This design comes from an exercise in tuning for small area, a short achievable clock period and few clock cycles on the open sky130 flow, not from production work.
At most, simulation tests tie the RTL to the original design; equivalence was not proved.

// resolve_core
module resolve_core (
    input  wire        clk,
    input  wire        rst,             
    input  wire        start,
    input  wire [9:0]  cand_lag,
    input  wire [9:0]  lag_min,
    input  wire [9:0]  max_dist,
    input  wire [7:0]  subthr_pct,
    output reg         busy,
    output reg  [9:0]  dt_addr,
    input  wire [9:0]  dt_data,
    output reg         done,
    output reg         err,
    output reg  [9:0]  corr_lag,
    output reg  [9:0]  divisor
);
    localparam PH_IDLE = 2'd0;
    localparam PH_DIVD = 2'd1;
    localparam PH_DIVT = 2'd2;
    localparam PH_RUN  = 2'd3;
    localparam T_NONE = 2'd0;
    localparam T_K1   = 2'd1;       
    localparam T_KW   = 2'd2;       
    reg [1:0]  ph;
    reg        kmode;               
    reg [9:0]  c_r;
    reg [11:0] th_t;
    reg [6:0]  th_r;
    reg [2:0]  mcnt;
    reg [9:0]  wdm1;
    reg [9:0]  wim1;
    reg [11:0] wr;
    reg [11:0] wb;                  
    reg [2:0]  ul;                  
    reg [12:0] ds;                  
    reg        ucont;               
    reg [2:0]  lp;                  
    reg [1:0]  ta_kind, tb_kind;
    reg        ta_last, tb_last;
    reg [9:0]  tb_dm1, tb_im1;
    reg [10:0] tb_r;
    reg [9:0]  kn;                  
    function ge_c10;                
        input [9:0] x;
        input [9:0] k;
        integer j;
        reg r;
        begin
            r = 1'b1;
            for (j = 0; j < 10; j = j + 1)
                r = k[j] ? (x[j] & r) : (x[j] | r);
            ge_c10 = r;
        end
  ...
Size in the first run: about 2500 cells after synthesis, roughly 180 flip-flops, ~84 I/O pins, ~19000 um2 of cells after synthesis.
Settings: LEC_CHECK=0, ABC_CLOCK_PERIOD_IN_PS=2500, CAP_MARGIN=20, CORE_MARGIN=2, CORE_UTILIZATION=50, SETUP_SLACK_MARGIN=5, SLEW_MARGIN=20, TNS_END_PERCENT=100; clock period 10.0 ns.
run.sh (not shown) runs the stock make flow with config.mk's settings and CLKGATE_MAP_FILE= SYNTH_SCRIPT=/design/flow/synth_recipe.tcl, a recipe that flattens the netlist after the stock synthesis.
The starting point went through all stages and came out clean.
Testbench counts at the start, summed over its fixed seeds: cycles 9,493.
==> next run, changes <==
- ABC_CLOCK_PERIOD_IN_PS: 2500 -> 4000
What happened: The changed run finished clean. Clock skew stays the same. Non-clock buffer count is unchanged. Global-route usage is unchanged. Cell area is unchanged. Routed wire length stays the same. Hold slack is unchanged. Register-to-register slack is about the same. Synthesized cell count does not change.
==> next run, changes <==
- CORE_UTILIZATION: 50 -> 40
- TNS_END_PERCENT: 100 -> default
Outcome: The changed run completed without violations. Die area increases by 24%. Wire length decreases by 0.61%. Sequential share of layout area decreases by 0.19 points. Register-to-register slack loses 90 ps. Via count decreases by 0.71%. Design area increases by 0.63%.

---

run A:
resolve_core, a different RTL version from the one above (not shown whole).
For scale: about 180 flip-flops, ~84 I/O pins, roughly 17000 sq um of cells after synthesis.
Settings: LEC_CHECK=0, ABC_CLOCK_PERIOD_IN_PS=5000, CAP_MARGIN=20, CORE_MARGIN=2, CORE_UTILIZATION=40, SETUP_SLACK_MARGIN=4.5, SLEW_MARGIN=20; clock period 10.0 ns.
Testbench counts of run A, summed over its fixed seeds: cycles 9,493.
Changes in run B relative to run A:
Settings: SETUP_SLACK_MARGIN removed (was 4.5); CORE_UTILIZATION changed from 40 to 60; ABC_CLOCK_PERIOD_IN_PS removed (was 5000).
Findings:
Every run (run A and run B) finished clean. Looking at utilization, run B sits 18 points above run A. The standard cells in run B occupy less silicon area than those in run A do. Run A → run B: cell count along the critical path dropped 3, sequential share of layout area climbed 1.4 points, total track usage climbed 10 points. For run A, the end point of the critical path was wb[10], unlike run B, where it was wb[9]. Between run A and run B, the final critical delay including setup and external delays is lower for run A.
For run C, these inputs were changed with respect to run B:
Settings: CORE_UTILIZATION now 40, was 60.
==> comparison <==
- Run C finished every step from synthesis to the final layout, and the layout passed the timing, DRC and antenna checks.
- Summary of run C over run B: aggregate routed wire length went up about 5.6%; arrival time at the worst endpoint went down 0.42 ns.

---

## P
Another version of the RTL of resolve_core (not shown whole).
For scale: about 2900 cells after synthesis, about 220 flip-flops, ~84 I/O pins, roughly 22000 sq um of cells after synthesis.
clock: 10.0 ns
lec_check: 0
cap_margin: 20
core_margin: 2
core_utilization: 40
slew_margin: 20
Edits applied to the flow inputs when going from P to Q:
Settings: ABC_AREA newly set to 1; CORE_UTILIZATION changed from 40 to 60.
[summary]
Q vs. P: area added between synthesis and finish went down by 2.8 points; routability congestion estimate from global placement +0.98%.
Function was not checked in any run of this note: the RTL went through the layout flow alone.

---

Another version of the RTL of resolve_core (not shown whole).
Size in the first run: roughly 2,400 cells after synthesis, about 160 flip-flops, ~84 I/O pins.
make LEC_CHECK=0 CAP_MARGIN=5 CORE_MARGIN=2 CORE_UTILIZATION=50 SETUP_SLACK_MARGIN=5 SLEW_MARGIN=5 TNS_END_PERCENT=100 finish   # period 10.0 ns
Next try:
ABC_CLOCK_PERIOD_IN_PS = 4000   (was default)
CAP_MARGIN = 20   (was 5)
SLEW_MARGIN = 20   (was 5)
=> The changed run completed with no timing, DRC or antenna violations. Area after synthesis is unchanged. Flip-flop and latch count does not change. Routed wire length rose by 0.68%. Critical path depth fell by 1. Global-route usage rose by 0.49 points. Via count rose by 1.0%.
No run of this note included a check of the RTL's function; only the layout flow was run.

---

Another version of the RTL of resolve_core (not shown whole).
Size in the first run: ~2300 cells after synthesis, ~160 flip-flops, about 84 I/O pins.
Design resolve_core, start of the top module:
module resolve_core (
    input  wire        clk,
    input  wire        rst,             
    input  wire        start,
    input  wire [9:0]  cand_lag,
    input  wire [9:0]  lag_min,
    input  wire [9:0]  max_dist,
    input  wire [7:0]  subthr_pct,
    output reg         busy,
    output reg  [9:0]  dt_addr,
    input  wire [9:0]  dt_data,
    output reg         done,
    output reg         err,
    output wire [9:0]  corr_lag,
    output wire [9:0]  divisor
);
==> flow/config.mk <==
export PLATFORM = sky130hd
export DESIGN_NAME = resolve_core
export DESIGN_NICKNAME = resolve_core
export VERILOG_FILES = /design/flow/design.v
export SDC_FILE = /design/flow/constraint.sdc
export NUM_CORES = 4
export LEC_CHECK = 0
export CAP_MARGIN = 5
export CORE_MARGIN = 2
export CORE_UTILIZATION = 50
export SETUP_SLACK_MARGIN = 5
export SLEW_MARGIN = 5
export TNS_END_PERCENT = 100
==> flow/constraint.sdc <==
create_clock -name core_clock -period 10.0 [get_ports {clk}]
set_input_delay 2.0000 -clock core_clock [delete_from_list [all_inputs] [get_ports {clk}]]
set_output_delay 2.0000 -clock core_clock [all_outputs]
set_load 0.01 [all_outputs]
standard.sh (not shown) runs the stock make flow with config.mk's settings and CLKGATE_MAP_FILE= SYNTH_SCRIPT=/design/flow/synth_recipe.tcl, a recipe that flattens the netlist after the stock synthesis.
==> flow/flow/run.sh <==
#!/bin/bash
# The standard layout, with plain buffers (buf_2) on the ports instead of the
# buffer ORFS picks by default. Everything else is the standard flow.
set -euo pipefail
export BUFFER_PORTS_ARGS="-buffer_cell sky130_fd_sc_hd__buf_2"
bash standard.sh > standard.log 2>&1
Testbench counts at the start, summed over its fixed seeds: cycles 9,371.
Rerun with:
==> flow/run.sh (new file) <==
#!/bin/bash
# synth_recipe.tcl (not shown) runs the flow's synth.tcl, then flattens the netlist and writes it again
# the make line also repeats each setting of config.mk as NAME=value (left out here)
make -C /OpenROAD-flow-scripts/flow DESIGN_CONFIG=/design/flow/config.mk WORK_HOME=/design/flow/orfs CLKGATE_MAP_FILE= SYNTH_SCRIPT=/design/flow/synth_recipe.tcl finish
removed: flow/flow/run.sh
removed: flow/standard.sh
What happened: Final cell count rises by 0.57%. Global-route usage decreases by 0.40 points. Die area stays the same. Clock skew came out higher by 4.3 ps. Design area increases by 3.6%. Setup slack degrades by 120 ps. Non-clock buffer count grows by 14. Hold slack got worse by 4.6 ps. Via count increases by 2.0%.

## port drivers added, routing unchanged
How much do the figures lean on ideal ports? The routed layouts below were timed once more, with nothing changed but the port constraints. Step 1 assumes that a clkbuf_16 drives the clock port and a buf_2 every other input. Step 2 times the ports against the registers' clock, not the clock port: input delays grow and output delays shrink by t, the midpoint of the rising clock arrivals with the driver on. Three values: no drivers, after step 1, after step 2; two values: the first two.
run | shift t [ns] | setup slack, ns | worst hold slack (ns) | cell pins on the clock port's net
the first run of note 1 | 0.526 | 4.925 / 4.925 / 4.590 | 0.442 / 0.442 / 0.442 | 1
the second run of note 1 | 0.526 | 4.925 / 4.925 / 4.590 | 0.442 / 0.442 / 0.442 | 1
the third run of note 1 | 0.518 | 4.837 / 4.837 / 4.474 | 0.430 / 0.430 / 0.430 | 1
run A | 0.564 | 4.125 / 4.125 / 3.941 | 0.414 / 0.414 / 0.414 | 1
run B | 0.534 | 2.314 / 2.314 / 2.314 | 0.439 / 0.439 / 0.439 | 1
run C | 0.516 | 2.796 / 2.796 / 2.796 | 0.429 / 0.429 / 0.429 | 1
P | 0.615 | 0.670 / 0.670 / 0.365 | 0.435 / 0.435 / 0.435 | 1
Q | 0.611 | 1.166 / 1.166 / 1.073 | 0.379 / 0.379 / 0.379 | 1
the first run of note 4 | 0.512 | 4.394 / 4.394 / 4.280 | 0.437 / 0.437 / 0.437 | 1
the second run of note 4 | 0.516 | 4.335 / 4.335 / 4.187 | 0.433 / 0.433 / 0.433 | 1
the first run of note 5 | 0.510 | 5.087 / 5.119 / 4.616 | 0.432 / 0.432 / 0.432 | 1
the second run of note 5 | 0.508 | 4.965 / 5.000 / 4.491 | 0.428 / 0.428 / 0.428 | 1
After both steps setup and hold are still met in every run listed. For the second run of note 5, which loses most, drivers alone change the setup slack by +0.035 ns; drivers and shift together by -0.474 ns.
